Background: an optimization exercise with open tools, aiming at small area and a short achievable clock period. Do not read the settings as production practice. Function was checked by simulation only, so behaviour that the tests miss may differ from the original. Power and IR drop assume default switching activity.

`flow/flow/run.sh`:
```
#!/bin/bash
# The standard layout, with plain buffers (not delay cells) on the ports.
set -euo pipefail
export BUFFER_PORTS_ARGS="-buffer_cell sky130_fd_sc_hd__buf_2"
bash standard.sh finish > standard_flow.log 2>&1
```
`flow/standard.sh`:
```
#!/bin/bash
# synth_recipe.tcl (not shown) runs the flow's synth.tcl, then flattens the netlist and writes it again
# the make line also repeats each setting of config.mk as NAME=value (left out here)
make -C /OpenROAD-flow-scripts/flow DESIGN_CONFIG=/design/flow/config.mk WORK_HOME=/design/flow/orfs CLKGATE_MAP_FILE= SYNTH_SCRIPT=/design/flow/synth_recipe.tcl "${@:-finish}"
```
`flow/config.mk`:
```
export PLATFORM = sky130hd
export DESIGN_NAME = ava_core
export DESIGN_NICKNAME = ava_core
export VERILOG_FILES = /design/flow/design.v
export SDC_FILE = /design/flow/constraint.sdc
export NUM_CORES = 4
export LEC_CHECK = 0
export CAP_MARGIN = 20
export CORE_MARGIN = 2
export CORE_UTILIZATION = 55
export SETUP_SLACK_MARGIN = 4.7
export SLEW_MARGIN = 20
```
`flow/constraint.sdc`:
```
create_clock -name core_clock -period 10.0 [get_ports {clk}]
set_input_delay 2.0000 -clock core_clock [delete_from_list [all_inputs] [get_ports {clk}]]
set_output_delay 2.0000 -clock core_clock [all_outputs]
set_load 0.01 [all_outputs]
```
`flow/design.v`:
```
module ava_core (
    input  wire        clk,
    input  wire        rst,           
    input  wire [15:0] prog_len,      
    output wire [15:0] prog_addr,     
    input  wire [7:0]  prog_data,     
    output reg  [31:0] stk_w_data,
    output reg         stk_w_valid,
    input  wire        stk_w_ready,
    input  wire [31:0] stk_r_data,
    input  wire        stk_r_valid,
    output reg         stk_r_ready,
    output reg  [7:0]  out_data,
    output reg         out_valid,
    input  wire        out_ready,
    output wire        halt,
    output wire        fault,
    output wire [2:0]  cause,
    output wire        push_lost,
    output wire        out_lost
);
    localparam [3:0] S_INIT     = 4'd0;
    localparam [3:0] S_DECODE   = 4'd1;
    localparam [3:0] S_PUSHIMM1 = 4'd2;
    localparam [3:0] S_PUSHIMM2 = 4'd3;
    localparam [3:0] S_PUSHVAR1 = 4'd4;
    localparam [3:0] S_PUSHVAR2 = 4'd5;
    localparam [3:0] S_PUSHVAR3 = 4'd6;
    localparam [3:0] S_LET1     = 4'd7;    
    localparam [3:0] S_LETW     = 4'd8;    
    localparam [3:0] S_PRINT    = 4'd9;
    localparam [3:0] S_ALU1     = 4'd10;
    localparam [3:0] S_ALU2     = 4'd11;
    localparam [3:0] S_ALU3     = 4'd12;
    localparam [3:0] S_ALU4     = 4'd13;
    localparam [3:0] S_DONE     = 4'd14;
    localparam [7:0] OPC_PUSH_IMM  = 8'h01;
    localparam [7:0] OPC_PUSH_VAR  = 8'h0a;
    localparam [7:0] OPC_LET       = 8'h20;
    localparam [7:0] OPC_PRINT     = 8'h80;
    localparam [7:0] OPC_PRINT_LF  = 8'h82;
    localparam [7:0] OPC_ADD       = 8'ha0;
    localparam [7:0] OPC_MUL       = 8'ha5;
    localparam [2:0] C_NONE      = 3'd0;
    localparam [2:0] C_END       = 3'd1;
    localparam [2:0] C_UNKNOWN   = 3'd2;
    localparam [2:0] C_TRUNC     = 3'd6;
    localparam [2:0] C_BADSLOT   = 3'd7;
    reg  [3:0]  st;
    reg  [15:0] pc;
    reg  [7:0]  fb1;       
    reg         op_mul;
    reg  [15:0] opb;
    reg  [31:0] csx, csy;  
    reg  [2:0]  cause_r;
    reg         push_lost_r;
    reg         out_lost_r;
    reg  [31:0] slot0, slot1, slot2, slot3;
    wire [7:0] fb = prog_data;
    assign prog_addr = pc;
    assign halt      = (cause_r != C_NONE);
    assign fault     = cause_r[2];
    assign cause     = cause_r;
    assign push_lost = push_lost_r;
    assign out_lost  = out_lost_r;
    wire s_init  = (st == S_INIT);
    wire s_dec   = (st == S_DECODE);
    wire s_pi1   = (st == S_PUSHIMM1);
    wire s_pi2   = (st == S_PUSHIMM2);
    wire s_pv1   = (st == S_PUSHVAR1);
    wire s_pv2   = (st == S_PUSHVAR2);
    wire s_pv3   = (st == S_PUSHVAR3);
    wire s_let1  = (st == S_LET1);
    wire s_letw  = (st == S_LETW);
    wire s_print = (st == S_PRINT);
    wire s_alu1  = (st == S_ALU1);
    wire s_alu2  = (st == S_ALU2);
    wire s_alu3  = (st == S_ALU3);
    wire s_alu4  = (st == S_ALU4);
    wire fb_big   = (fb[7:2] != 6'd0);
    wire let_ok   = s_letw || (s_let1 && !fb_big);
    wire [1:0] let_idx = s_letw ? fb1[1:0] : fb[1:0];
    wire slot_w_en = let_ok && stk_r_valid;
    wire        addm = !op_mul;
    wire        mulm = op_mul;
    wire [15:0] a    = stk_r_data[15:0];
    wire [16:0] b    = {opb, 1'b0};
    reg  [7:0]  one, two, neg;
    integer i;
    always @(*) begin
        for (i = 0; i < 8; i = i + 1) begin
            one[i] = mulm & (b[2*i+1] ^ b[2*i]);
            two[i] = mulm & ((b[2*i+2] & ~b[2*i+1] & ~b[2*i]) | (~b[2*i+2] & b[2*i+1] & b[2*i]));
            neg[i] = mulm & b[2*i+2] & ~(b[2*i+1] & b[2*i]);
        end
        one[0] = addm | one[0];
    end
    wire [16:0] as = {a[15], a};
    wire [16:0] a2 = {a, 1'b0};
    wire [16:0] addb = addm ? {3'b000, ~opb[15], opb[14:2]} : 17'd0;
    wire [16:0] pp0 = (({17{one[0]}} & as) | ({17{two[0]}} & a2)) ^ {17{neg[0]}};
    wire [16:0] pp1 = ((({17{one[1]}} & as) | ({17{two[1]}} & a2)) ^ {17{neg[1]}}) | addb;
    wire [16:0] pp2 = (({17{one[2]}} & as) | ({17{two[2]}} & a2)) ^ {17{neg[2]}};
    wire [16:0] pp3 = (({17{one[3]}} & as) | ({17{two[3]}} & a2)) ^ {17{neg[3]}};
    wire [16:0] pp4 = (({17{one[4]}} & as) | ({17{two[4]}} & a2)) ^ {17{neg[4]}};
    wire [16:0] pp5 = (({17{one[5]}} & as) | ({17{two[5]}} & a2)) ^ {17{neg[5]}};
    wire [16:0] pp6 = (({17{one[6]}} & as) | ({17{two[6]}} & a2)) ^ {17{neg[6]}};
    wire [16:0] pp7 = (({17{one[7]}} & as) | ({17{two[7]}} & a2)) ^ {17{neg[7]}};
    wire        ng0 = addm ? opb[0] : neg[0];
    wire        ng1 = neg[1], ng2 = neg[2], ng3 = neg[3], ng4 = neg[4],
                ng5 = neg[5], ng6 = neg[6], ng7 = neg[7];
    wire        ab1 = addm & opb[1];
    wire [31:0] cs_x, cs_y;
    wire h10_0, g10_0, h11_1, g11_1, s12_0, k12_0, h12_2, g12_2, s13_1, k13_1, h13_3, g13_3, s14_2, k14_2, s14_3, k14_3, h14_4, g14_4, s15_4, k15_4, s15_5, k15_5, s15_6, k15_6, s16_7, k16_7, s16_8, k16_8, s16_9, k16_9, s17_10, k17_10, s17_11, k17_11, h17_5, g17_5, s18_12, k18_12, s18_13, k18_13, s19_14, k19_14, h19_6, g19_6, s20_15, k20_15, h21_7, g21_7, h6_8, g6_8, h7_9, g7_9, s8_16, k8_16, h8_10, g8_10, s9_17, k9_17, h9_11, g9_11, s10_18, k10_18, s10_19, k10_19, s11_20, k11_20, s11_21, k11_21, s12_22, k12_22, s12_23, k12_23, s13_24, k13_24, s13_25, k13_25, s14_26, k14_26, s14_27, k14_27, s15_28, k15_28, s15_29, k15_29, s16_30, k16_30, s16_31, k16_31, s17_32, k17_32, s17_33, k17_33, s18_34, k18_34, s18_35, k18_35, s19_36, k19_36, s19_37, k19_37, s20_38, k20_38, s20_39, k20_39, s21_40, k21_40, s21_41, k21_41, s22_42, k22_42, s22_43, k22_43, s23_44, k23_44, h23_12, g23_12, s24_45, k24_45, h25_13, g25_13, h4_14, g4_14, h5_15, g5_15, s6_46, k6_46, s7_47, k7_47, s8_48, k8_48, s9_49, k9_49, s10_50, k10_50, s11_51, k11_51, s12_52, k12_52, s13_53, k13_53, s14_54, k14_54, s15_55, k15_55, s16_56, k16_56, s17_57, k17_57, s18_58, k18_58, s19_59, k19_59, s20_60, k20_60, s21_61, k21_61, s22_62, k22_62, s23_63, k23_63, s24_64, k24_64, s25_65, k25_65, s26_66, k26_66, h27_16, g27_16, h2_17, g2_17, h3_18, g3_18, s4_67, k4_67, s5_68, k5_68, s6_69, k6_69, s7_70, k7_70, s8_71, k8_71, s9_72, k9_72, s10_73, k10_73, s11_74, k11_74, s12_75, k12_75, s13_76, k13_76, s14_77, k14_77, s15_78, k15_78, s16_79, k16_79, s17_80, k17_80, s18_81, k18_81, s19_82, k19_82, s20_83, k20_83, s21_84, k21_84, s22_85, k22_85, s23_86, k23_86, s24_87, k24_87, s25_88, k25_88, s26_89, k26_89, s27_90, k27_90, s28_91, k28_91, h29_19, g29_19;
    assign h10_0 = pp0[10] ^ pp1[8];
    assign g10_0 = pp0[10] & pp1[8];
    assign h11_1 = pp0[11] ^ pp1[9];
    assign g11_1 = pp0[11] & pp1[9];
    assign s12_0 = pp0[12] ^ pp1[10] ^ pp2[8];
    assign k12_0 = (pp0[12] & pp1[10]) | (pp0[12] & pp2[8]) | (pp1[10] & pp2[8]);
    assign h12_2 = pp3[6] ^ pp4[4];
    assign g12_2 = pp3[6] & pp4[4];
    assign s13_1 = pp0[13] ^ pp1[11] ^ pp2[9];
    assign k13_1 = (pp0[13] & pp1[11]) | (pp0[13] & pp2[9]) | (pp1[11] & pp2[9]);
    assign h13_3 = pp3[7] ^ pp4[5];
    assign g13_3 = pp3[7] & pp4[5];
    assign s14_2 = pp0[14] ^ pp1[12] ^ pp2[10];
    assign k14_2 = (pp0[14] & pp1[12]) | (pp0[14] & pp2[10]) | (pp1[12] & pp2[10]);
    assign s14_3 = pp3[8] ^ pp4[6] ^ pp5[4];
    assign k14_3 = (pp3[8] & pp4[6]) | (pp3[8] & pp5[4]) | (pp4[6] & pp5[4]);
    assign h14_4 = pp6[2] ^ pp7[0];
    assign g14_4 = pp6[2] & pp7[0];
    assign s15_4 = pp0[15] ^ pp1[13] ^ pp2[11];
    assign k15_4 = (pp0[15] & pp1[13]) | (pp0[15] & pp2[11]) | (pp1[13] & pp2[11]);
    assign s15_5 = pp3[9] ^ pp4[7] ^ pp5[5];
    assign k15_5 = (pp3[9] & pp4[7]) | (pp3[9] & pp5[5]) | (pp4[7] & pp5[5]);
    assign s15_6 = pp6[3] ^ pp7[1] ^ addm;
    assign k15_6 = (pp6[3] & pp7[1]) | (pp6[3] & addm) | (pp7[1] & addm);
    assign s16_7 = ~pp0[16] ^ pp1[14] ^ pp2[12];
    assign k16_7 = (~pp0[16] & pp1[14]) | (~pp0[16] & pp2[12]) | (pp1[14] & pp2[12]);
    assign s16_8 = pp3[10] ^ pp4[8] ^ pp5[6];
    assign k16_8 = (pp3[10] & pp4[8]) | (pp3[10] & pp5[6]) | (pp4[8] & pp5[6]);
    assign s16_9 = pp6[4] ^ pp7[2] ^ mulm;
    assign k16_9 = (pp6[4] & pp7[2]) | (pp6[4] & mulm) | (pp7[2] & mulm);
    assign s17_10 = pp1[15] ^ pp2[13] ^ pp3[11];
    assign k17_10 = (pp1[15] & pp2[13]) | (pp1[15] & pp3[11]) | (pp2[13] & pp3[11]);
    assign s17_11 = pp4[9] ^ pp5[7] ^ pp6[5];
    assign k17_11 = (pp4[9] & pp5[7]) | (pp4[9] & pp6[5]) | (pp5[7] & pp6[5]);
    assign h17_5 = pp7[3] ^ 1'b1;
    assign g17_5 = pp7[3] & 1'b1;
    assign s18_12 = ~pp1[16] ^ pp2[14] ^ pp3[12];
    assign k18_12 = (~pp1[16] & pp2[14]) | (~pp1[16] & pp3[12]) | (pp2[14] & pp3[12]);
    assign s18_13 = pp4[10] ^ pp5[8] ^ pp6[6];
    assign k18_13 = (pp4[10] & pp5[8]) | (pp4[10] & pp6[6]) | (pp5[8] & pp6[6]);
    assign s19_14 = pp2[15] ^ pp3[13] ^ pp4[11];
    assign k19_14 = (pp2[15] & pp3[13]) | (pp2[15] & pp4[11]) | (pp3[13] & pp4[11]);
    assign h19_6 = pp5[9] ^ pp6[7];
    assign g19_6 = pp5[9] & pp6[7];
    assign s20_15 = ~pp2[16] ^ pp3[14] ^ pp4[12];
    assign k20_15 = (~pp2[16] & pp3[14]) | (~pp2[16] & pp4[12]) | (pp3[14] & pp4[12]);
    assign h21_7 = pp3[15] ^ pp4[13];
    assign g21_7 = pp3[15] & pp4[13];
    assign h6_8 = pp0[6] ^ pp1[4];
    assign g6_8 = pp0[6] & pp1[4];
    assign h7_9 = pp0[7] ^ pp1[5];
    assign g7_9 = pp0[7] & pp1[5];
    assign s8_16 = pp0[8] ^ pp1[6] ^ pp2[4];
    assign k8_16 = (pp0[8] & pp1[6]) | (pp0[8] & pp2[4]) | (pp1[6] & pp2[4]);
    assign h8_10 = pp3[2] ^ pp4[0];
    assign g8_10 = pp3[2] & pp4[0];
    assign s9_17 = pp0[9] ^ pp1[7] ^ pp2[5];
    assign k9_17 = (pp0[9] & pp1[7]) | (pp0[9] & pp2[5]) | (pp1[7] & pp2[5]);
    assign h9_11 = pp3[3] ^ pp4[1];
    assign g9_11 = pp3[3] & pp4[1];
    assign s10_18 = h10_0 ^ pp2[6] ^ pp3[4];
    assign k10_18 = (h10_0 & pp2[6]) | (h10_0 & pp3[4]) | (pp2[6] & pp3[4]);
    assign s10_19 = pp4[2] ^ pp5[0] ^ ng5;
    assign k10_19 = (pp4[2] & pp5[0]) | (pp4[2] & ng5) | (pp5[0] & ng5);
    assign s11_20 = h11_1 ^ pp2[7] ^ pp3[5];
    assign k11_20 = (h11_1 & pp2[7]) | (h11_1 & pp3[5]) | (pp2[7] & pp3[5]);
    assign s11_21 = pp4[3] ^ pp5[1] ^ g10_0;
    assign k11_21 = (pp4[3] & pp5[1]) | (pp4[3] & g10_0) | (pp5[1] & g10_0);
    assign s12_22 = s12_0 ^ h12_2 ^ pp5[2];
    assign k12_22 = (s12_0 & h12_2) | (s12_0 & pp5[2]) | (h12_2 & pp5[2]);
    assign s12_23 = pp6[0] ^ ng6 ^ g11_1;
    assign k12_23 = (pp6[0] & ng6) | (pp6[0] & g11_1) | (ng6 & g11_1);
    assign s13_24 = s13_1 ^ h13_3 ^ pp5[3];
    assign k13_24 = (s13_1 & h13_3) | (s13_1 & pp5[3]) | (h13_3 & pp5[3]);
    assign s13_25 = pp6[1] ^ k12_0 ^ g12_2;
    assign k13_25 = (pp6[1] & k12_0) | (pp6[1] & g12_2) | (k12_0 & g12_2);
    assign s14_26 = s14_2 ^ s14_3 ^ h14_4;
    assign k14_26 = (s14_2 & s14_3) | (s14_2 & h14_4) | (s14_3 & h14_4);
    assign s14_27 = ng7 ^ k13_1 ^ g13_3;
    assign k14_27 = (ng7 & k13_1) | (ng7 & g13_3) | (k13_1 & g13_3);
    assign s15_28 = s15_4 ^ s15_5 ^ s15_6;
    assign k15_28 = (s15_4 & s15_5) | (s15_4 & s15_6) | (s15_5 & s15_6);
    assign s15_29 = k14_2 ^ k14_3 ^ g14_4;
    assign k15_29 = (k14_2 & k14_3) | (k14_2 & g14_4) | (k14_3 & g14_4);
    assign s16_30 = s16_7 ^ s16_8 ^ s16_9;
    assign k16_30 = (s16_7 & s16_8) | (s16_7 & s16_9) | (s16_8 & s16_9);
    assign s16_31 = k15_4 ^ k15_5 ^ k15_6;
    assign k16_31 = (k15_4 & k15_5) | (k15_4 & k15_6) | (k15_5 & k15_6);
    assign s17_32 = s17_10 ^ s17_11 ^ h17_5;
    assign k17_32 = (s17_10 & s17_11) | (s17_10 & h17_5) | (s17_11 & h17_5);
    assign s17_33 = k16_7 ^ k16_8 ^ k16_9;
    assign k17_33 = (k16_7 & k16_8) | (k16_7 & k16_9) | (k16_8 & k16_9);
    assign s18_34 = s18_12 ^ s18_13 ^ pp7[4];
    assign k18_34 = (s18_12 & s18_13) | (s18_12 & pp7[4]) | (s18_13 & pp7[4]);
    assign s18_35 = k17_10 ^ k17_11 ^ g17_5;
    assign k18_35 = (k17_10 & k17_11) | (k17_10 & g17_5) | (k17_11 & g17_5);
    assign s19_36 = s19_14 ^ h19_6 ^ pp7[5];
    assign k19_36 = (s19_14 & h19_6) | (s19_14 & pp7[5]) | (h19_6 & pp7[5]);
    assign s19_37 = k18_12 ^ k18_13 ^ 1'b1;
    assign k19_37 = (k18_12 & k18_13) | (k18_12 & 1'b1) | (k18_13 & 1'b1);
    assign s20_38 = s20_15 ^ pp5[10] ^ pp6[8];
    assign k20_38 = (s20_15 & pp5[10]) | (s20_15 & pp6[8]) | (pp5[10] & pp6[8]);
    assign s20_39 = pp7[6] ^ k19_14 ^ g19_6;
    assign k20_39 = (pp7[6] & k19_14) | (pp7[6] & g19_6) | (k19_14 & g19_6);
    assign s21_40 = h21_7 ^ pp5[11] ^ pp6[9];
    assign k21_40 = (h21_7 & pp5[11]) | (h21_7 & pp6[9]) | (pp5[11] & pp6[9]);
    assign s21_41 = pp7[7] ^ k20_15 ^ 1'b1;
    assign k21_41 = (pp7[7] & k20_15) | (pp7[7] & 1'b1) | (k20_15 & 1'b1);
    assign s22_42 = ~pp3[16] ^ pp4[14] ^ pp5[12];
    assign k22_42 = (~pp3[16] & pp4[14]) | (~pp3[16] & pp5[12]) | (pp4[14] & pp5[12]);
    assign s22_43 = pp6[10] ^ pp7[8] ^ g21_7;
    assign k22_43 = (pp6[10] & pp7[8]) | (pp6[10] & g21_7) | (pp7[8] & g21_7);
    assign s23_44 = pp4[15] ^ pp5[13] ^ pp6[11];
    assign k23_44 = (pp4[15] & pp5[13]) | (pp4[15] & pp6[11]) | (pp5[13] & pp6[11]);
    assign h23_12 = pp7[9] ^ 1'b1;
    assign g23_12 = pp7[9] & 1'b1;
    assign s24_45 = ~pp4[16] ^ pp5[14] ^ pp6[12];
    assign k24_45 = (~pp4[16] & pp5[14]) | (~pp4[16] & pp6[12]) | (pp5[14] & pp6[12]);
    assign h25_13 = pp5[15] ^ pp6[13];
    assign g25_13 = pp5[15] & pp6[13];
    assign h4_14 = pp0[4] ^ pp1[2];
    assign g4_14 = pp0[4] & pp1[2];
    assign h5_15 = pp0[5] ^ pp1[3];
    assign g5_15 = pp0[5] & pp1[3];
    assign s6_46 = h6_8 ^ pp2[2] ^ pp3[0];
    assign k6_46 = (h6_8 & pp2[2]) | (h6_8 & pp3[0]) | (pp2[2] & pp3[0]);
    assign s7_47 = h7_9 ^ pp2[3] ^ pp3[1];
    assign k7_47 = (h7_9 & pp2[3]) | (h7_9 & pp3[1]) | (pp2[3] & pp3[1]);
    assign s8_48 = s8_16 ^ h8_10 ^ ng4;
    assign k8_48 = (s8_16 & h8_10) | (s8_16 & ng4) | (h8_10 & ng4);
    assign s9_49 = s9_17 ^ h9_11 ^ k8_16;
    assign k9_49 = (s9_17 & h9_11) | (s9_17 & k8_16) | (h9_11 & k8_16);
    assign s10_50 = s10_18 ^ s10_19 ^ k9_17;
    assign k10_50 = (s10_18 & s10_19) | (s10_18 & k9_17) | (s10_19 & k9_17);
    assign s11_51 = s11_20 ^ s11_21 ^ k10_18;
    assign k11_51 = (s11_20 & s11_21) | (s11_20 & k10_18) | (s11_21 & k10_18);
    assign s12_52 = s12_22 ^ s12_23 ^ k11_20;
    assign k12_52 = (s12_22 & s12_23) | (s12_22 & k11_20) | (s12_23 & k11_20);
    assign s13_53 = s13_24 ^ s13_25 ^ k12_22;
    assign k13_53 = (s13_24 & s13_25) | (s13_24 & k12_22) | (s13_25 & k12_22);
    assign s14_54 = s14_26 ^ s14_27 ^ k13_24;
    assign k14_54 = (s14_26 & s14_27) | (s14_26 & k13_24) | (s14_27 & k13_24);
    assign s15_55 = s15_28 ^ s15_29 ^ k14_26;
    assign k15_55 = (s15_28 & s15_29) | (s15_28 & k14_26) | (s15_29 & k14_26);
    assign s16_56 = s16_30 ^ s16_31 ^ k15_28;
    assign k16_56 = (s16_30 & s16_31) | (s16_30 & k15_28) | (s16_31 & k15_28);
    assign s17_57 = s17_32 ^ s17_33 ^ k16_30;
    assign k17_57 = (s17_32 & s17_33) | (s17_32 & k16_30) | (s17_33 & k16_30);
    assign s18_58 = s18_34 ^ s18_35 ^ k17_32;
    assign k18_58 = (s18_34 & s18_35) | (s18_34 & k17_32) | (s18_35 & k17_32);
    assign s19_59 = s19_36 ^ s19_37 ^ k18_34;
    assign k19_59 = (s19_36 & s19_37) | (s19_36 & k18_34) | (s19_37 & k18_34);
    assign s20_60 = s20_38 ^ s20_39 ^ k19_36;
    assign k20_60 = (s20_38 & s20_39) | (s20_38 & k19_36) | (s20_39 & k19_36);
    assign s21_61 = s21_40 ^ s21_41 ^ k20_38;
    assign k21_61 = (s21_40 & s21_41) | (s21_40 & k20_38) | (s21_41 & k20_38);
    assign s22_62 = s22_42 ^ s22_43 ^ k21_40;
    assign k22_62 = (s22_42 & s22_43) | (s22_42 & k21_40) | (s22_43 & k21_40);
    assign s23_63 = s23_44 ^ h23_12 ^ k22_42;
    assign k23_63 = (s23_44 & h23_12) | (s23_44 & k22_42) | (h23_12 & k22_42);
    assign s24_64 = s24_45 ^ pp7[10] ^ k23_44;
    assign k24_64 = (s24_45 & pp7[10]) | (s24_45 & k23_44) | (pp7[10] & k23_44);
    assign s25_65 = h25_13 ^ pp7[11] ^ k24_45;
    assign k25_65 = (h25_13 & pp7[11]) | (h25_13 & k24_45) | (pp7[11] & k24_45);
    assign s26_66 = ~pp5[16] ^ pp6[14] ^ pp7[12];
    assign k26_66 = (~pp5[16] & pp6[14]) | (~pp5[16] & pp7[12]) | (pp6[14] & pp7[12]);
    assign h27_16 = pp6[15] ^ pp7[13];
    assign g27_16 = pp6[15] & pp7[13];
    assign h2_17 = pp0[2] ^ pp1[0];
    assign g2_17 = pp0[2] & pp1[0];
    assign h3_18 = pp0[3] ^ pp1[1];
    assign g3_18 = pp0[3] & pp1[1];
    assign s4_67 = h4_14 ^ pp2[0] ^ ng2;
    assign k4_67 = (h4_14 & pp2[0]) | (h4_14 & ng2) | (pp2[0] & ng2);
    assign s5_68 = h5_15 ^ pp2[1] ^ g4_14;
    assign k5_68 = (h5_15 & pp2[1]) | (h5_15 & g4_14) | (pp2[1] & g4_14);
    assign s6_69 = s6_46 ^ ng3 ^ g5_15;
    assign k6_69 = (s6_46 & ng3) | (s6_46 & g5_15) | (ng3 & g5_15);
    assign s7_70 = s7_47 ^ g6_8 ^ k6_46;
    assign k7_70 = (s7_47 & g6_8) | (s7_47 & k6_46) | (g6_8 & k6_46);
    assign s8_71 = s8_48 ^ g7_9 ^ k7_47;
    assign k8_71 = (s8_48 & g7_9) | (s8_48 & k7_47) | (g7_9 & k7_47);
    assign s9_72 = s9_49 ^ g8_10 ^ k8_48;
    assign k9_72 = (s9_49 & g8_10) | (s9_49 & k8_48) | (g8_10 & k8_48);
    assign s10_73 = s10_50 ^ g9_11 ^ k9_49;
    assign k10_73 = (s10_50 & g9_11) | (s10_50 & k9_49) | (g9_11 & k9_49);
    assign s11_74 = s11_51 ^ k10_19 ^ k10_50;
    assign k11_74 = (s11_51 & k10_19) | (s11_51 & k10_50) | (k10_19 & k10_50);
    assign s12_75 = s12_52 ^ k11_21 ^ k11_51;
    assign k12_75 = (s12_52 & k11_21) | (s12_52 & k11_51) | (k11_21 & k11_51);
    assign s13_76 = s13_53 ^ k12_23 ^ k12_52;
    assign k13_76 = (s13_53 & k12_23) | (s13_53 & k12_52) | (k12_23 & k12_52);
    assign s14_77 = s14_54 ^ k13_25 ^ k13_53;
    assign k14_77 = (s14_54 & k13_25) | (s14_54 & k13_53) | (k13_25 & k13_53);
    assign s15_78 = s15_55 ^ k14_27 ^ k14_54;
    assign k15_78 = (s15_55 & k14_27) | (s15_55 & k14_54) | (k14_27 & k14_54);
    assign s16_79 = s16_56 ^ k15_29 ^ k15_55;
    assign k16_79 = (s16_56 & k15_29) | (s16_56 & k15_55) | (k15_29 & k15_55);
    assign s17_80 = s17_57 ^ k16_31 ^ k16_56;
    assign k17_80 = (s17_57 & k16_31) | (s17_57 & k16_56) | (k16_31 & k16_56);
    assign s18_81 = s18_58 ^ k17_33 ^ k17_57;
    assign k18_81 = (s18_58 & k17_33) | (s18_58 & k17_57) | (k17_33 & k17_57);
    assign s19_82 = s19_59 ^ k18_35 ^ k18_58;
    assign k19_82 = (s19_59 & k18_35) | (s19_59 & k18_58) | (k18_35 & k18_58);
    assign s20_83 = s20_60 ^ k19_37 ^ k19_59;
    assign k20_83 = (s20_60 & k19_37) | (s20_60 & k19_59) | (k19_37 & k19_59);
    assign s21_84 = s21_61 ^ k20_39 ^ k20_60;
    assign k21_84 = (s21_61 & k20_39) | (s21_61 & k20_60) | (k20_39 & k20_60);
    assign s22_85 = s22_62 ^ k21_41 ^ k21_61;
    assign k22_85 = (s22_62 & k21_41) | (s22_62 & k21_61) | (k21_41 & k21_61);
    assign s23_86 = s23_63 ^ k22_43 ^ k22_62;
    assign k23_86 = (s23_63 & k22_43) | (s23_63 & k22_62) | (k22_43 & k22_62);
    assign s24_87 = s24_64 ^ g23_12 ^ k23_63;
    assign k24_87 = (s24_64 & g23_12) | (s24_64 & k23_63) | (g23_12 & k23_63);
    assign s25_88 = s25_65 ^ k24_64 ^ 1'b1;
    assign k25_88 = (s25_65 & k24_64) | (s25_65 & 1'b1) | (k24_64 & 1'b1);
    assign s26_89 = s26_66 ^ g25_13 ^ k25_65;
    assign k26_89 = (s26_66 & g25_13) | (s26_66 & k25_65) | (g25_13 & k25_65);
    assign s27_90 = h27_16 ^ k26_66 ^ 1'b1;
    assign k27_90 = (h27_16 & k26_66) | (h27_16 & 1'b1) | (k26_66 & 1'b1);
    assign s28_91 = ~pp6[16] ^ pp7[14] ^ g27_16;
    assign k28_91 = (~pp6[16] & pp7[14]) | (~pp6[16] & g27_16) | (pp7[14] & g27_16);
    assign h29_19 = pp7[15] ^ 1'b1;
    assign g29_19 = pp7[15] & 1'b1;
    assign cs_x[0] = pp0[0];
    assign cs_y[0] = ng0;
    assign cs_x[1] = pp0[1];
    assign cs_y[1] = ab1;
    assign cs_x[2] = h2_17;
    assign cs_y[2] = ng1;
    assign cs_x[3] = h3_18;
    assign cs_y[3] = g2_17;
    assign cs_x[4] = s4_67;
    assign cs_y[4] = g3_18;
    assign cs_x[5] = s5_68;
    assign cs_y[5] = k4_67;
    assign cs_x[6] = s6_69;
    assign cs_y[6] = k5_68;
    assign cs_x[7] = s7_70;
    assign cs_y[7] = k6_69;
    assign cs_x[8] = s8_71;
    assign cs_y[8] = k7_70;
    assign cs_x[9] = s9_72;
    assign cs_y[9] = k8_71;
    assign cs_x[10] = s10_73;
    assign cs_y[10] = k9_72;
    assign cs_x[11] = s11_74;
    assign cs_y[11] = k10_73;
    assign cs_x[12] = s12_75;
    assign cs_y[12] = k11_74;
    assign cs_x[13] = s13_76;
    assign cs_y[13] = k12_75;
    assign cs_x[14] = s14_77;
    assign cs_y[14] = k13_76;
    assign cs_x[15] = s15_78;
    assign cs_y[15] = k14_77;
    assign cs_x[16] = s16_79;
    assign cs_y[16] = k15_78;
    assign cs_x[17] = s17_80;
    assign cs_y[17] = k16_79;
    assign cs_x[18] = s18_81;
    assign cs_y[18] = k17_80;
    assign cs_x[19] = s19_82;
    assign cs_y[19] = k18_81;
    assign cs_x[20] = s20_83;
    assign cs_y[20] = k19_82;
    assign cs_x[21] = s21_84;
    assign cs_y[21] = k20_83;
    assign cs_x[22] = s22_85;
    assign cs_y[22] = k21_84;
    assign cs_x[23] = s23_86;
    assign cs_y[23] = k22_85;
    assign cs_x[24] = s24_87;
    assign cs_y[24] = k23_86;
    assign cs_x[25] = s25_88;
    assign cs_y[25] = k24_87;
    assign cs_x[26] = s26_89;
    assign cs_y[26] = k25_88;
    assign cs_x[27] = s27_90;
    assign cs_y[27] = k26_89;
    assign cs_x[28] = s28_91;
    assign cs_y[28] = k27_90;
    assign cs_x[29] = h29_19;
    assign cs_y[29] = k28_91;
    assign cs_x[30] = ~pp7[16];
    assign cs_y[30] = g29_19;
    assign cs_x[31] = 1'b1;
    assign cs_y[31] = 1'b0;
    reg  [31:0] ks_p, ks_g, alu_result;
    integer ki;
    always @(*) begin
        ks_p = csx;
        ks_g = csy;
        for (ki = 1; ki < 32; ki = ki * 2) begin
            ks_g = ks_g | (ks_p & (ks_g << ki));
            ks_p = ks_p & ((ks_p << ki) | ((32'd1 << ki) - 32'd1));
        end
        alu_result = csx ^ {ks_g[30:0], 1'b0};
    end
    reg [31:0] slot_rd;
    always @(*) begin
        case (fb1[1:0])
            2'd0: slot_rd = slot0;
            2'd1: slot_rd = slot1;
            2'd2: slot_rd = slot2;
            default: slot_rd = slot3;
        endcase
    end
    always @(*) begin
        stk_w_valid = s_pi2 || s_pv3 || s_alu4;
        stk_r_ready = stk_r_valid && (let_ok || s_print || s_alu1 || s_alu3);
        out_valid   = (s_dec && fb == OPC_PRINT_LF) || (s_print && stk_r_valid);
        out_data    = s_print ? {stk_r_data[7:4] + 4'd3, stk_r_data[3:0]} : 8'h0a;
        if (s_pi2)
            stk_w_data = {16'd0, fb, fb1};
        else if (s_pv3)
            stk_w_data = slot_rd;
        else
            stk_w_data = alu_result;
    end
    wire at_end = ({pc[15:1], pc[0] | s_init} == prog_len);
    always @(posedge clk) begin
        csx <= cs_x ^ cs_y;
        csy <= cs_x & cs_y;
        fb1[7:2] <= fb[7:2];
        if (!(s_letw || s_pv2))
            fb1[1:0] <= fb[1:0];
        if (s_alu1)
            opb <= stk_r_data[15:0];
        if (s_dec)
            op_mul <= fb[0];
    end
    always @(posedge clk) begin
        if (rst) begin
            st          <= S_INIT;
            pc          <= 16'd0;
            cause_r     <= C_NONE;
            push_lost_r <= 1'b0;
            out_lost_r  <= 1'b0;
        end else begin
            if (stk_w_valid && !stk_w_ready)
                push_lost_r <= 1'b1;
            if (out_valid && !out_ready)
                out_lost_r <= 1'b1;
            case (st)
                S_INIT: begin
                    pc <= pc + 16'd1;
                    if (at_end) begin
                        st      <= S_DONE;
                        cause_r <= C_END;
                    end else begin
                        st <= S_DECODE;
                    end
                end
                S_DECODE: begin
                    case (fb)
                        OPC_PUSH_IMM, OPC_PUSH_VAR, OPC_LET: begin
                            if (at_end) begin
                                st      <= S_DONE;
                                cause_r <= C_TRUNC;
                            end else begin
                                pc <= pc + 16'd1;
                                if (fb == OPC_PUSH_IMM)
                                    st <= S_PUSHIMM1;
                                else if (fb == OPC_PUSH_VAR)
                                    st <= S_PUSHVAR1;
                                else
                                    st <= S_LET1;
                            end
                        end
                        OPC_PRINT:    st <= S_PRINT;
                        OPC_PRINT_LF: begin
                            if (at_end) begin
                                st      <= S_DONE;
                                cause_r <= C_END;
                            end else begin
                                pc <= pc + 16'd1;
                                st <= S_DECODE;
                            end
                        end
                        OPC_ADD, OPC_MUL: st <= S_ALU1;
                        default: begin
                            st      <= S_DONE;
                            cause_r <= C_UNKNOWN;
                        end
                    endcase
                end
                S_PUSHIMM1: begin
                    if (at_end) begin
                        st      <= S_DONE;
                        cause_r <= C_TRUNC;
                    end else begin
                        pc <= pc + 16'd1;
                        st <= S_PUSHIMM2;
                    end
                end
                S_PUSHVAR1: begin
                    if (fb_big) begin
                        st      <= S_DONE;
                        cause_r <= C_BADSLOT;
                    end else begin
                        st <= S_PUSHVAR2;
                    end
                end
                S_PUSHVAR2: st <= S_PUSHVAR3;
                S_LET1: begin
                    if (fb_big) begin
                        st      <= S_DONE;
                        cause_r <= C_BADSLOT;
                    end else if (!stk_r_valid) begin
                        st <= S_LETW;
                    end else if (at_end) begin
                        st      <= S_DONE;
                        cause_r <= C_END;
                    end else begin
                        pc <= pc + 16'd1;
                        st <= S_DECODE;
                    end
                end
                S_LETW, S_PRINT: begin
                    if (stk_r_valid) begin
                        if (at_end) begin
                            st      <= S_DONE;
                            cause_r <= C_END;
                        end else begin
                            pc <= pc + 16'd1;
                            st <= S_DECODE;
                        end
                    end
                end
                S_ALU1: if (stk_r_valid) st <= S_ALU2;
                S_ALU2: st <= S_ALU3;
                S_ALU3: if (stk_r_valid) st <= S_ALU4;
                S_PUSHIMM2, S_PUSHVAR3, S_ALU4: begin
                    if (at_end) begin
                        st      <= S_DONE;
                        cause_r <= C_END;
                    end else begin
                        pc <= pc + 16'd1;
                        st <= S_DECODE;
                    end
                end
                default: ;
            endcase
        end
    end
    always @(posedge clk) begin
        if (!rst && slot_w_en) begin
            case (let_idx)
                2'd0: slot0 <= stk_r_data;
                2'd1: slot1 <= stk_r_data;
                2'd2: slot2 <= stk_r_data;
                default: slot3 <= stk_r_data;
            endcase
        end
    end
endmodule
```
==> impl_metrics.yaml, run 1 <==
synth:
  synth_seq_area_share_pct: 38.7
  ys_seq_elements: 240
  ys_top_cells_by_area: "edfxtp_1 27%, dfxtp_1 11%, fa_1 11%, xnor2_1 4.8%, ha_1 4.8%"
  syn_area_sq_mm: 0.0162
  synth_cell_types: 66
  synthesis.instances: 1566
  syn_avg_cell_area_sq_um: 10.3
  synth_edf_count: 147
  synth_fp_nets: 1774
  ys_warn_count: 1
  synthArstFlopShare_pct: 0
  yosysTopAreaCellShare_pct: 27.2
  yosysTopAreaCell: "edfxtp_1"
  yosys_most_used_dff: "edfxtp_1"
detailed_routing:
  drtIter0Drc: 1346
  ant_nets: 0
  wl_microns: 45000
  viasPerCell: 6.12
  dr.pass1.iters: 5
  num_vias: 12500
  wl_per_cell_microns: 22.1
  drc_errors: 0
sta:
  slew_violations: 0
  rsz0062_at_grt: "true"
  tightest_slew_ns: 0.968
  finalHoldViolCount: 0
  timing.final.crit_share_pct: 52.5
  setup_tns_ns: 0
  worst_slack_ns: 4.75
  min_period_ns: 5.25
  fmax_mhz: 190
  fin_skew_ns: 0.0289
  finalSetupViolCount: 0
  maxSlewHeadroom_pct: 35.5
place:
  pre_cts_ws_ns: 4.58
  dp_hpwl_microns: 31400
  placedCellCount: 1983
  place_congestion: 0.934
  portBuffers: 126
critical_path:
  cp.required_ns: 8.00
  cp_max_fo: 5
  critPathKind: "input port to output port"
  worstSetupEndpointType: "output port"
  r2r_setup_slack_ns: 5.13
  cp-start-kind: "input port"
  worstPathArrival_ns: 3.25
global_route:
  grt-ovfl-total: 0
  grt_max_degree: 36
  grt_pass1_vias: 12200
  grt_pass1_wl_microns: 70300
  antenna_found_initial: 0
  track_usage_pct: 29.4
cells_and_area:
  final_nets: 1839
  fillers: 2432
  area_delta_synth_final_pct: 11.9
  regArea_sq_mm: 0.00628
  num_antenna_cells: 0
  multi_input_area_sq_mm: 0.00916
  drive_above_1_share_pct: 16.6
  instances_no_fill: 2036
floorplanning:
  num_io_pins: 127
  start_util_pct: 56.2
  die_area_sq_mm: 0.0309
  die_w_microns: 176
  die_h_microns: 176
  core_area_sq_mm: 0.0289
  rows: 62
power:
  p_leak_nw: 7.12
  cellPowerDensity_mw_per_mm2: 335
  ir_worst_vdd_mv: 0.181
cts:
  clock_latency_ns: 0.56
  clk_pin_slew_worst_paths_ns: 0.06
  root_buffer: "clkbuf_16"
  clock_sinks: 240
  max-clock-path-buffers: 3
  htree_num_levels: 1
  cts_hold_buf: 0
  cts_tree: "done"
  numCtsBuffers: 27
status:
  outcome: "no timing/DRC/antenna violations"
run:
  cap_viol_max_count: 0
min_path:
  hp-class: "register to register"
## logic make-up (layout without fill, tap and decap cells)
| group | Yosys count | in the layout | share of synthesized area [%] |
|---|---|---|---|
| AO/OA/AOI/OAI | 396 | 396 | 16.2 |
| AND/OR/NAND/NOR | 324 | 324 | 9.48 |
| buffers and inverters | 244 | 330 | 5.74 |
| multiplexers | 54 | 54 | 5.82 |
| adder cells (fa/ha/maj) | 147 | 147 | 15.3 |
| flip-flops | 240 | 240 | 38.7 |
| XOR/XNOR | 161 | 161 | 8.70 |
## area by class of cell
type	count	area share (%)
clock buffer	35	3.97
clock inverter	15	0.966
inverter	127	2.63
multi-input combinational	1082	50.5
sequential	240	34.6
tap	384	2.65
timing repair buffer	153	4.60
## where the power goes
| group | switching (mW) | leakage, nW | internal [mW] |
|---|---|---|---|
| clock network | 0.396 | 0.431 | 0.588 |
| logic | 2.12 | 4.59 | 1.51 |
| registers | 0.187 | 2.10 | 1.27 |
## registers in the layout (all words and copies together), names as in the netlist
name / count
slot0: 32
slot1: 32
slot2: 32
slot3: 32
csx: 31
csy: 31
opb: 16
pc: 16
fb1: 8
st: 4
cause_r: 3
op_mul: 1
out_lost_r: 1
push_lost_r: 1
## metrics by stage
step / power [mW] / instance area [sq um] / hold WS (ns) / util, %
6_report: 6.08 / 18100 / 0.469 / 62.8
5_1_grt: 6.69 / 18100 / 0.504 / 62.8
4_1_cts: 6.08 / 18100 / 0.477 / 62.6
3_5_place_dp: 5.03 / 17100 / 0.462 / 59.2
3_3_place_gp: 4.92 / 17100 / 0.447 / 59.2
2_1_floorplan: 3.87 / 16200 / 0.502 / -
## critical path, stage by stage
cell	delay, ns
buf_2	0.14
or3_1	0.44
nor3_2	0.16
nand3b_1	0.17
o22ai_2	0.17
buf_2	0.18
## path summary, 6_finish.rpt
kind | start | end | depth (start not counted)
max | prog_data[6] | out_valid | 6
min | push_lost_r | push_lost_r | 2
max reg2reg | opb[1] | csx[13] | 13
min reg2reg | push_lost_r | push_lost_r | 2
## synthesized netlist by cell type (5+ instances only)
master / n
a211oi_1: 11
a21o_1: 15
a21oi_1: 109
a221o_1: 12
a221oi_1: 5
a22o_1: 18
a22oi_1: 97
a31oi_1: 7
and2_1: 12
and3_1: 7
buf_1: 15
clkbuf_1: 95
dfxtp_1: 93
edfxtp_1: 147
fa_1: 85
ha_1: 62
inv_1: 122
mux2i_1: 20
mux4_2: 32
nand2_1: 117
nand2b_1: 6
nand3_1: 21
nand3b_1: 15
nand4_1: 11
nor2_1: 87
nor2b_1: 5
nor3_1: 16
nor4_1: 5
o21ai_0: 65
o221ai_1: 5
o22ai_1: 8
o31ai_1: 9
or3_1: 6
or3b_2: 7
xnor2_1: 89
xor2_1: 72
## metal layers
layer	share of wire [%]	GRT usage, %
met5	0	0
met4	3.0	7.82
met3	8.1	4.85
met2	46	47.3
met1	43	41.6
## cells in the final DEF, fill, tap and decap left out, types with 7 or more instances in the layout
cell         n
edfxtp_1   147
buf_2      126
inv_1      122
nand2_1    115
a21oi_1    104
a22oi_1     97
dfxtp_1     91
nor2_1      85
fa_1        85
xnor2_1     84
xor2_1      71
o21ai_0     62
ha_1        62
mux4_2      32
clkbuf_16   27
buf_4       27
nand3_1     21
mux2i_1     20
a22o_1      18
a21o_1      15
nand3b_1    15
nor3_1      14
a221o_1     12
and2_1      11
nand4_1     11
a211oi_1    10
o31ai_1      9
a31oi_1      7
or3b_2       7
and3_1       7
o22ai_1      7
## what timing repair did
| action | CTS | global route |
|---|---|---|
| pin swaps | 1 | 6 |
| resized for setup | 15 | 12 |
| setup endpoints to repair | 30 | 19 |
| setup buffers | 1 | 2 |
| gates cloned | 0 | 0 |
==> run 2: changes to the inputs <==
--- a/flow/config.mk
+++ b/flow/config.mk
@@ -5,8 +5,9 @@
 export SDC_FILE = /design/flow/constraint.sdc
 export NUM_CORES = 4
 export LEC_CHECK = 0
+export ABC_CLOCK_PERIOD_IN_PS = 4500
 export CAP_MARGIN = 20
 export CORE_MARGIN = 2
 export CORE_UTILIZATION = 55
-export SETUP_SLACK_MARGIN = 4.7
+export SETUP_SLACK_MARGIN = 5
 export SLEW_MARGIN = 20
==> run 2 against run 1 <==
Still clean on timing, DRC and antenna. Cell area rose by 3.2%. Combinational power hardly changed. Sequential power up 3%. Register-to-register slack improved by 0.02 ns. Utilization grew 2.0 points. Critical path type unchanged. Largest cell class unchanged.
==> impl_metrics.yaml, run 2 <==
status:
  outcome: "no timing/DRC/antenna violations"
synth:
  synth_edf_count: 147
  post_synth_xor_area_fraction_pct: 8.70
  syn_area_sq_mm: 0.0162
  synth_seq_area_share_pct: 38.7
  syn_avg_cell_area_sq_um: 10.3
  synth_compound_gate_area_share_pct: 16.2
  ys_warn_count: 1
  synth_cell_types: 66
  synthMuxAreaShare_pct: 5.82
  yosysTopAreaCell: "edfxtp_1"
  synthArstFlopShare_pct: 0
  synthSimpleGateAreaFrac_pct: 9.48
  synth_fp_nets: 1774
  synthesis.instances: 1566
  synthMostInstantiatedCell: "edfxtp_1"
  ys_top_cells_by_area: "edfxtp_1 27%, dfxtp_1 11%, fa_1 11%, xnor2_1 4.8%, ha_1 4.8%"
  yosysTopAreaCellShare_pct: 27.2
  synth.top_cells.by_count: "147 x edfxtp_1, 122 x inv_1, 117 x nand2_1, 109 x a21oi_1, 97 x a22oi_1"
  synth_fa_ha_area_share_pct: 15.3
  yosys_most_used_dff: "edfxtp_1"
  ys_seq_elements: 240
  synth_top_family_by_area: "compound AO/OA/AOI/OAI gates"
global_route:
  track_usage_pct: 30.6
  grt_max_degree: 36
  grt_pass1_vias: 12300
  antenna_found_initial: 0
  grt-ovfl-total: 0
  grt_pass1_wl_microns: 72600
sta:
  fmax_mhz: 192
  timing.final.crit_share_pct: 52.0
  tightest_slew_ns: 1.01
  setup_tns_ns: 0
  fin_skew_ns: 0.00996
  min_period_ns: 5.20
  maxSlewHeadroom_pct: 32.4
  slew_violations: 0
  worst_slack_ns: 4.80
  rsz0062_at_grt: "true"
  finalSetupViolCount: 0
  finalHoldViolCount: 0
cts:
  clock_sinks: 240
  cts_hold_buf: 0
  clock_latency_ns: 0.55
  clk_pin_slew_worst_paths_ns: 0.05
  htree_num_levels: 1
  cts_tree: "done"
  root_buffer: "clkbuf_16"
  numCtsBuffers: 27
  max-clock-path-buffers: 3
detailed_routing:
  wl_microns: 47000
  num_vias: 12800
  wl_per_cell_microns: 22.7
  dr.pass1.iters: 7
  viasPerCell: 6.18
  drc_errors: 0
  drtIter0Drc: 1275
  ant_nets: 0
critical_path:
  timing.rr.start: "op_mul"
  cp-start-kind: "input port"
  path_buf_inv: 3
  crit_path_end: "out_valid"
  worstSetupEndpointType: "output port"
  reg2regPathDepth: 11
  cp_cell_sequence: "buf_4 -> or3_4 -> nor3_4 -> nand3b_1 -> buf_4 -> o22ai_4 -> buf_2"
  worstPathArrival_ns: 3.20
  crit_top_cell: "buf_4"
  critPathMaxStageDelay_ns: 0.36
  cp.required_ns: 8.00
  critPathKind: "input port to output port"
  startpoint: "prog_data[2]"
  cp_max_fo: 9
  critical_path.slowest_cell: "or3_4"
  r2r_setup_slack_ns: 5.15
  r2r_end: "csx[15]"
  critPathTopFamily: "simple AND/OR/NAND/NOR gates"
  cp.depth: 7
cells_and_area:
  mostFrequentLayoutCells: "147 x edfxtp_1, 122 x inv_1, 119 x buf_2, 115 x nand2_1, 99 x a21oi_1"
  fillers: 2392
  final_nets: 1879
  regArea_sq_mm: 0.00631
  multi_input_area_sq_mm: 0.00935
  area_delta_synth_final_pct: 15.5
  design_area_sq_mm: 0.0187
  final_common_cell: "edfxtp_1"
  instances_no_fill: 2076
  drive_above_1_share_pct: 20.6
run:
  cap_viol_max_count: 0
floorplanning:
  die_w_microns: 176
  start_util_pct: 56.2
  num_io_pins: 127
  core_area_sq_mm: 0.0289
  rows: 62
  die_area_sq_mm: 0.0309
  die_h_microns: 176
power:
  switching_share_pct: 44.7
  p_leak_nw: 7.33
  cellPowerDensity_mw_per_mm2: 323
  ir_worst_vdd_mv: 0.312
  clkPwrFrac_pct: 15.6
  p_seq_share_pct: 24.7
  cellInternalPower_mw: 3.35
  finalPower_mw: 6.05
  p_switching_mw: 2.71
  pwr-share-comb_pct: 59.7
place:
  placed_area_sq_mm: 0.0172
  pre_cts_ws_ns: 4.58
  placedCellCount: 1983
  place_congestion: 0.923
  dp_hpwl_microns: 32400
  portBuffers: 126
min_path:
  min-delay-start: "push_lost_r"
  hp-class: "register to register"
run 2: changes by cell type in the layout (fill, tap and decap cells not counted), moves of 7 or more:
cell	change
buf_6	+12
dfxtp_2	+11
buf_4	+30
o21ai_0	-8
dfxtp_1	-15
a22oi_2	+7
buf_2	-7
a22oi_1	-7
run 2: layout make-up:
type / instances / area share (%)
timing repair buffer: 193 / 6.69
sequential: 240 / 33.7
multi-input combinational: 1082 / 50.0
tap: 384 / 2.57
antenna: 2 / 0.0268
inverter: 127 / 2.57
clock buffer: 35 / 3.88
clock inverter: 13 / 0.589
run 2: logic make-up (layout without fill, tap and decap cells):
kind of cell / count (synthesis) / after routing
buf+inv: 244 / 368
other cells: 0 / 2
flops: 240 / 240
fa+ha+maj: 147 / 147
mux: 54 / 54
compound gates: 396 / 396
simple gates: 324 / 324
xor+xnor: 161 / 161
run 2: worst min-delay path: cells and delay by family, from the launching register on:
family             cells  cell delay (ns)
DFF                    1             0.32
and+or+nand+nor        1             0.07
AOI/OAI and AO/OA      1             0.04
run 2: power groups by stage:
stage	Clock, mW	Combinational [mW]	Sequential [mW]
floorplan	0	2.48	1.40
global placement	0	3.39	1.49
detailed placement	0	3.48	1.50
CTS	0.957	3.57	1.48
global route	0.993	4.18	1.52
finish	0.942	3.61	1.50
run 2: what timing repair did:
action / 4_1_cts / 5_1_grt
endpoints found under the setup margin: 41 / 27
buffers inserted: 31 / 11
gates resized for setup: 46 / 58
pin swaps: 21 / 25
cloned: 0 / 0
run 2: per-stage QoR:
stage	utilization, %	hold slack, ns
6_report	64.8	0.472
5_1_grt	64.8	0.516
4_1_cts	63.8	0.487
3_5_place_dp	59.4	0.474
3_3_place_gp	59.4	0.448
2_1_floorplan	-	0.502
run 2: worst min path at each step:
stage	endpoint	slack, ns	cells after the start
final	push_lost_r	0.47	2
after global routing	out_lost_r	0.52	2
after CTS	push_lost_r	0.49	2
after detailed placement	push_lost_r	0.47	2
after global placement	push_lost_r	0.45	2
after floorplan	out_lost_r	0.50	2
run 2: layer usage:
layer | wire (microns) | vias up | track usage [%]
met4 | 1180 | 0 | 8.23
li1 | - | 5795 | -
met2 | 21800 | 594 | 49.3
met5 | 0 | - | 0
met1 | 20400 | 6354 | 43.8
met3 | 3620 | 80 | 4.20
==> run 3: changes to the inputs <==
==> flow/flow/run.sh (replaced) <==
#!/bin/bash
# The standard layout, with plain buffers (not delay cells) on the ports.
set -euo pipefail
export BUFFER_PORTS_ARGS="-buffer_cell sky130_fd_sc_hd__buf_1"
bash standard.sh finish > standard_flow.log 2>&1
==> run 3 against run 2 <==
Largest cell class unchanged. Critical path depth up 6. Total power grew 1.5%. Clock skew is 0.0027 ns higher. Critical path type is now register to output port. Non-clock buffer count is 3 higher. Synthesized area is the same. Routed wire length up 3.2%.
==> impl_metrics.yaml, run 3 <==
sta:
  tightest_slew_ns: 1.14
  rsz0062_at_grt: "true"
  slew_violations: 0
  timing.final.crit_share_pct: 51.7
  finalHoldViolCount: 0
  setup_tns_ns: 0
  fin_skew_ns: 0.0127
  fmax_mhz: 193
  maxSlewHeadroom_pct: 23.7
  min_period_ns: 5.17
  finalSetupViolCount: 0
critical_path:
  cp.required_ns: 8.00
  critical_path.slowest_cell: "o31a_1"
  reg2regPathDepth: 12
  cp-start-kind: "register"
  timing.rr.start: "op_mul"
  cp_cell_sequence: "ha_4 -> o211ai_1 -> a211oi_2 -> nor4b_2 -> buf_4 -> o221ai_4 -> o31a_1 -> buf_4 -> nand2_1 -> nand3_1 -> a21o_1 -> a21oi_2 -> buf_6"
  crit_top_cell: "buf_4"
  critPathMaxStageDelay_ns: 0.35
  r2r_setup_slack_ns: 5.20
  critPathKind: "register to output port"
  worstPathArrival_ns: 3.17
  worstSetupEndpointType: "output port"
  r2r_end: "csx[15]"
  cp_max_fo: 3
global_route:
  grt_pass1_wl_microns: 74800
  grt_max_degree: 36
  antenna_found_initial: 1
  track_usage_pct: 31.7
  grt-ovfl-total: 0
  grt_pass1_vias: 12800
min_path:
  hold_path_end: "push_lost_r"
  hp-class: "register to register"
  min-delay-start: "push_lost_r"
  hold_depth: 2
synth:
  synth_fp_nets: 1774
  ys_top_cells_by_area: "edfxtp_1 27%, dfxtp_1 11%, fa_1 11%, xnor2_1 4.8%, ha_1 4.8%"
  synth_edf_count: 147
  synthesis.instances: 1566
  yosys_most_used_dff: "edfxtp_1"
  ys_seq_elements: 240
  syn_avg_cell_area_sq_um: 10.3
  yosysTopAreaCellShare_pct: 27.2
  yosysTopAreaCell: "edfxtp_1"
  synth_cell_types: 66
  synth_seq_area_share_pct: 38.7
  synth.top_cells.by_count: "147 x edfxtp_1, 122 x inv_1, 117 x nand2_1, 109 x a21oi_1, 97 x a22oi_1"
  synthMostInstantiatedCell: "edfxtp_1"
  synthArstFlopShare_pct: 0
  ys_warn_count: 1
  syn_area_sq_mm: 0.0162
cts:
  clock_latency_ns: 0.56
  cts_tree: "done"
  numCtsBuffers: 27
  clk_pin_slew_worst_paths_ns: 0.06
  max-clock-path-buffers: 3
  cts_hold_buf: 0
  root_buffer: "clkbuf_16"
  clock_sinks: 240
  htree_num_levels: 1
detailed_routing:
  wl_met1_microns: 19900
  dr.pass1.iters: 7
  ant_nets: 0
  wl_per_cell_microns: 23.4
  drc_errors: 0
  drtIter0Drc: 1348
  dr.max_layer_used: "met4"
  num_vias: 13000
  wl_microns: 48600
  dr_wl_met3_microns: 4510
  viasPerCell: 6.24
  met2WireLength_microns: 22800
power:
  p_leak_nw: 7.11
  ir_worst_vdd_mv: 0.246
  cellPowerDensity_mw_per_mm2: 326
cells_and_area:
  instances_no_fill: 2079
  final_nets: 1882
  final_common_cell: "edfxtp_1"
  mostFrequentLayoutCells: "147 x edfxtp_1, 120 x inv_1, 115 x nand2_1, 98 x buf_1, 94 x a21oi_1"
  num_antenna_cells: 0
  drive_above_1_share_pct: 15.8
  area_delta_synth_final_pct: 16.1
floorplanning:
  num_io_pins: 127
  core_area_sq_mm: 0.0289
  die_h_microns: 176
  die_area_sq_mm: 0.0309
  start_util_pct: 56.2
  die_w_microns: 176
  rows: 62
place:
  placedCellCount: 2000
  place_congestion: 0.932
  portBuffers: 126
  dp_hpwl_microns: 32300
run:
  cap_viol_max_count: 0
status:
  outcome: "no timing/DRC/antenna violations"
## run 3: where the power goes
| part | total, mW | internal [mW] | switching (mW) | leakage, nW |
|---|---|---|---|---|
| clock network | 1.03 | 0.608 | 0.417 | 0.449 |
| registers | 1.49 | 1.28 | 0.213 | 2.10 |
| logic | 3.63 | 1.53 | 2.09 | 4.56 |
## run 3: area by class of cell
| type | count | area, sq um |
|---|---|---|
| fillers | 2395 | 10000 |
| multi-input cells | 1082 | 9430 |
| flip-flops and latches | 240 | 6290 |
| repair buffers | 196 | 1190 |
| clock buffers | 41 | 803 |
| inverters | 127 | 495 |
| well taps | 384 | 480 |
| clock inverters | 9 | 115 |
## run 3: worst max path at each step
stage / end / slack (ns) / from
2_1_floorplan: slot2[0] / 4.95 / prog_data[7]
5_1_grt: stk_w_data[20] / 4.65 / csx[1]
3_5_place_dp: csx[14] / 4.26 / stk_r_data[11]
3_3_place_gp: csx[14] / 4.30 / stk_r_data[11]
6_report: stk_w_data[22] / 4.83 / csy[0]
4_1_cts: stk_w_data[20] / 4.79 / csy[0]
## run 3: critical path: cells and delay by family (launching register included)
| kind | cells | cell delay (ns) |
|---|---|---|
| compound gates | 6 | 1.23 |
| fa+ha+maj | 1 | 0.16 |
| buf+inv | 3 | 0.46 |
| flops | 1 | 0.34 |
| simple gates | 3 | 0.42 |
## run 3: routing by layer
layer,GRT usage [%],up-vias
met5,0,-
met4,10.4,0
met3,6.00,86
met2,51.5,644
met1,43.2,6430
li1,-,5805
## run 3: through the flow
step	area, sq um	util [%]	setup slack, ns	hold slack (ns)	total power [mW]
floorplan	16400	-	4.95	0.502	3.88
global placement	17100	59.4	4.30	0.450	4.77
detailed placement	17100	59.4	4.26	0.451	4.90
CTS	18500	64.1	4.79	0.466	6.05
global route	18800	65.2	4.65	0.500	6.79
finish	18800	65.2	4.83	0.460	6.14
## run 3: what timing repair did
action                     4_1_cts  5_1_grt
cloned                           2        0
pin swaps                       33       23
setup buffers                   15       11
gates resized for setup         87       57
setup endpoints to repair       55       40
## run 3: logic make-up after synthesis
kind of cell / synth area share, %
buffers and inverters: 5.74
DFF: 38.7
xor gates and xnor gates: 8.70
muxes: 5.82
AOI/OAI and AO/OA: 16.2
and+or+nand+nor: 9.48
adders and majority gates: 15.3
==> run 4: changes to the inputs <==
==> flow/run.sh (new file) <==
#!/bin/bash
# synth_recipe.tcl (not shown) runs the flow's synth.tcl, then flattens the netlist and writes it again
# the make line also repeats each setting of config.mk as NAME=value (left out here)
make -C /OpenROAD-flow-scripts/flow DESIGN_CONFIG=/design/flow/config.mk WORK_HOME=/design/flow/orfs CLKGATE_MAP_FILE= SYNTH_SCRIPT=/design/flow/synth_recipe.tcl finish
removed: flow/flow/run.sh
removed: flow/standard.sh
==> run 4 against run 3 <==
Hold slack gained 0.011 ns. Flip-flop and latch count is the same. Cell count increased by 0.96%. Synthesized cell count unchanged. Non-clock buffer count is 22 higher. First-iteration DRC count decreased by 9.9%. Cell area increased by 6.0%. Total power up 3.3%. Clock skew up 0.0079 ns. Synthesized area unchanged. Count of clock-buffer cells in the layout shrank 6. Die area did not move. Largest cell class unchanged.
==> impl_metrics.yaml, run 4 <==
synth:
  syn_avg_cell_area_sq_um: 10.3
  yosys_most_used_dff: "edfxtp_1"
  synthArstFlopShare_pct: 0
  synth_seq_area_share_pct: 38.7
  yosysTopAreaCell: "edfxtp_1"
  synthesis.instances: 1566
  yosysTopAreaCellShare_pct: 27.2
  synthMostInstantiatedCell: "edfxtp_1"
  ys_top_cells_by_area: "edfxtp_1 27%, dfxtp_1 11%, fa_1 11%, xnor2_1 4.8%, ha_1 4.8%"
  synth.top_cells.by_count: "147 x edfxtp_1, 122 x inv_1, 117 x nand2_1, 109 x a21oi_1, 97 x a22oi_1"
  syn_area_sq_mm: 0.0162
  ys_seq_elements: 240
  synth_fp_nets: 1774
  ys_warn_count: 1
  synth_cell_types: 66
  synth_edf_count: 147
place:
  portBuffers: 126
  pre_cts_ws_ns: 3.76
  place_congestion: 0.906
  dp_hpwl_microns: 31700
sta:
  setup_tns_ns: 0
  worst_slack_ns: 4.75
  rsz0062_at_grt: "true"
  finalSetupViolCount: 0
  fmax_mhz: 190
  maxSlewHeadroom_pct: 28.6
  timing.final.crit_share_pct: 52.5
  fin_skew_ns: 0.0206
  tightest_slew_ns: 1.07
  finalHoldViolCount: 0
  min_period_ns: 5.25
  slew_violations: 0
detailed_routing:
  dr.pass1.iters: 6
  wl_per_cell_microns: 24.6
  drc_errors: 0
  wl_microns: 51700
  ant_nets: 0
  drtIter0Drc: 1215
  viasPerCell: 6.33
  num_vias: 13300
cts:
  clk_pin_slew_worst_paths_ns: 0.06
  htree_num_levels: 1
  max-clock-path-buffers: 3
  clock_latency_ns: 0.55
  cts_hold_buf: 0
  cts_tree: "done"
  numCtsBuffers: 27
  root_buffer: "clkbuf_16"
  clock_sinks: 240
cells_and_area:
  num_antenna_cells: 0
  multi_input_area_sq_mm: 0.00944
  final_common_cell: "edfxtp_1"
  finalCoreUtilization_pct: 69.1
  fillers: 2220
  regArea_sq_mm: 0.00631
  area_delta_synth_final_pct: 23.0
  mostFrequentLayoutCells: "147 x edfxtp_1, 118 x inv_1, 114 x nand2_1, 92 x a21oi_1, 90 x a22oi_1"
  drive_above_1_share_pct: 17.6
  final_nets: 1904
floorplanning:
  rows: 62
  start_util_pct: 56.2
  num_io_pins: 127
  die_w_microns: 176
  core_area_sq_mm: 0.0289
  die_h_microns: 176
  die_area_sq_mm: 0.0309
critical_path:
  critPathKind: "register to output port"
  worstPathArrival_ns: 3.25
  cp_max_fo: 3
  critical_path.slowest_cell: "dfxtp_4"
  worstSetupEndpointType: "output port"
  cp-start-kind: "register"
  cp_cell_sequence: "ha_4 -> o211ai_1 -> a211oi_2 -> nor4b_2 -> buf_4 -> o221ai_2 -> o31a_1 -> buf_4 -> xnor2_1 -> a211oi_2 -> buf_2"
  critPathMaxStageDelay_ns: 0.36
  cp.required_ns: 8.00
global_route:
  grt_pass1_vias: 13100
  track_usage_pct: 32.8
  grt_pass1_wl_microns: 76900
  antenna_found_initial: 0
  grt-ovfl-total: 0
  grt_max_degree: 36
power:
  ir_worst_vdd_mv: 0.202
  cellPowerDensity_mw_per_mm2: 318
  p_leak_nw: 7.75
status:
  outcome: "no timing/DRC/antenna violations"
min_path:
  hp-class: "register to register"
run:
  cap_viol_max_count: 0
run 4: cell types whose count changed in the layout (fill, tap and decap cells not counted), sizes merged, moves of 5 or more:
cell and delta:
buf -85, bufbuf +7, clkdlybuf4s15 +5, clkdlybuf4s50 +67
clkinv +5, dlygate4sd2 +17, dlymetal6s2s +8
run 4: through the flow:
step | total power, mW | cells | hold slack [ns] | cell area (sq um)
2_1_floorplan | 3.88 | 1566 | 0.502 | 16400
3_3_place_gp | 5.08 | 2003 | 0.450 | 17900
3_5_place_dp | 5.20 | 2003 | 0.464 | 17900
4_1_cts | 6.25 | 2080 | 0.478 | 19600
5_1_grt | 6.89 | 2099 | 0.513 | 19900
6_report | 6.35 | 2099 | 0.471 | 19900
run 4: final cells by class:
class	instances	share of cell area [%]
sequential	240	31.6
clock buffer	35	3.59
timing repair buffer	218	11.9
multi-input combinational	1082	47.3
tap	384	2.41
clock inverter	13	0.678
inverter	127	2.48
run 4: per-layer routing:
| layer | vias to the layer above | wire length [microns] | global-route usage, % |
|---|---|---|---|
| li1 | 5857 | - | - |
| met1 | 6575 | 20400 | 43.6 |
| met2 | 714 | 24300 | 53.2 |
| met3 | 149 | 4910 | 6.86 |
| met4 | 0 | 2110 | 12.3 |
| met5 | - | 0 | 0 |
run 4: kinds of logic after synthesis:
group	Yosys count	share of synthesized area, %
xor gates and xnor gates	161	8.70
DFF	240	38.7
adders and majority gates	147	15.3
and+or+nand+nor	324	9.48
muxes	54	5.82
buffers and inverters	244	5.74
AOI/OAI and AO/OA	396	16.2
run 4: worst paths after layout:
path / slack [ns] / from / cells after the start / end
setup / recovery: 4.75 / csx[1] / 11 / stk_w_data[16]
setup reg to reg: 5.18 / op_mul / 11 / csx[16]
hold / removal: 0.47 / push_lost_r / 2 / push_lost_r
hold reg to reg: 0.47 / push_lost_r / 2 / push_lost_r
run 4: report_power, final:
group	internal (mW)	leakage (nW)	switching (mW)
Combinational	1.72	5.24	2.19
Sequential	1.28	2.10	0.196
Clock	0.558	0.415	0.406
Total	3.56	7.75	2.79
run 4: repair_timing:
action	in CTS	in global routing
gates cloned	9	5
resized for setup	265	56
endpoints found under the setup margin	68	39
buffers inserted	20	14
pin swaps	36	28
run 4: worst max-delay path, delay by kind of cell, from the launching register on:
kind,cells,cell delay [ns]
AO/OA/AOI/OAI,5,1.21
buffers and inverters,3,0.54
flip-flops,1,0.36
AND/OR/NAND/NOR,1,0.30
adder cells (fa/ha/maj),1,0.15
XOR/XNOR,1,0.13

[re-timing with driven ports]
How much do the figures lean on ideal ports? The routed layouts below were timed once more, with nothing changed but the port constraints. Step 1 sets driving cells, clkbuf_16 on the clock port and buf_2 on the other inputs (assumed; they add their load-dependent delay and slew). Step 2 moves the port delays by t, midway between the first and last clock arrival at a register: inputs arrive t later, outputs are due t later. That takes back most of the time a late clock gives input paths. Three values: no drivers, after step 1, after step 2; two values: the first two.
run | t (ns) | setup slack, ns | worst register clock-pin slew, ns | cell pins on the clock port's net
run 1 | 0.595 | 4.748 / 4.725 / 4.599 | 0.07 / 0.07 | 1
run 2 | 0.601 | 4.801 / 4.764 / 4.430 | 0.07 / 0.07 | 1
run 3 | 0.605 | 4.826 / 4.773 / 4.531 | 0.07 / 0.07 | 1
run 4 | 0.599 | 4.745 / 4.690 / 4.556 | 0.07 / 0.07 | 1
After both steps setup and hold are still met in every run listed. The setup slack of run 2, which loses most, moves by -0.037 ns with the drivers and by -0.371 ns with both steps.
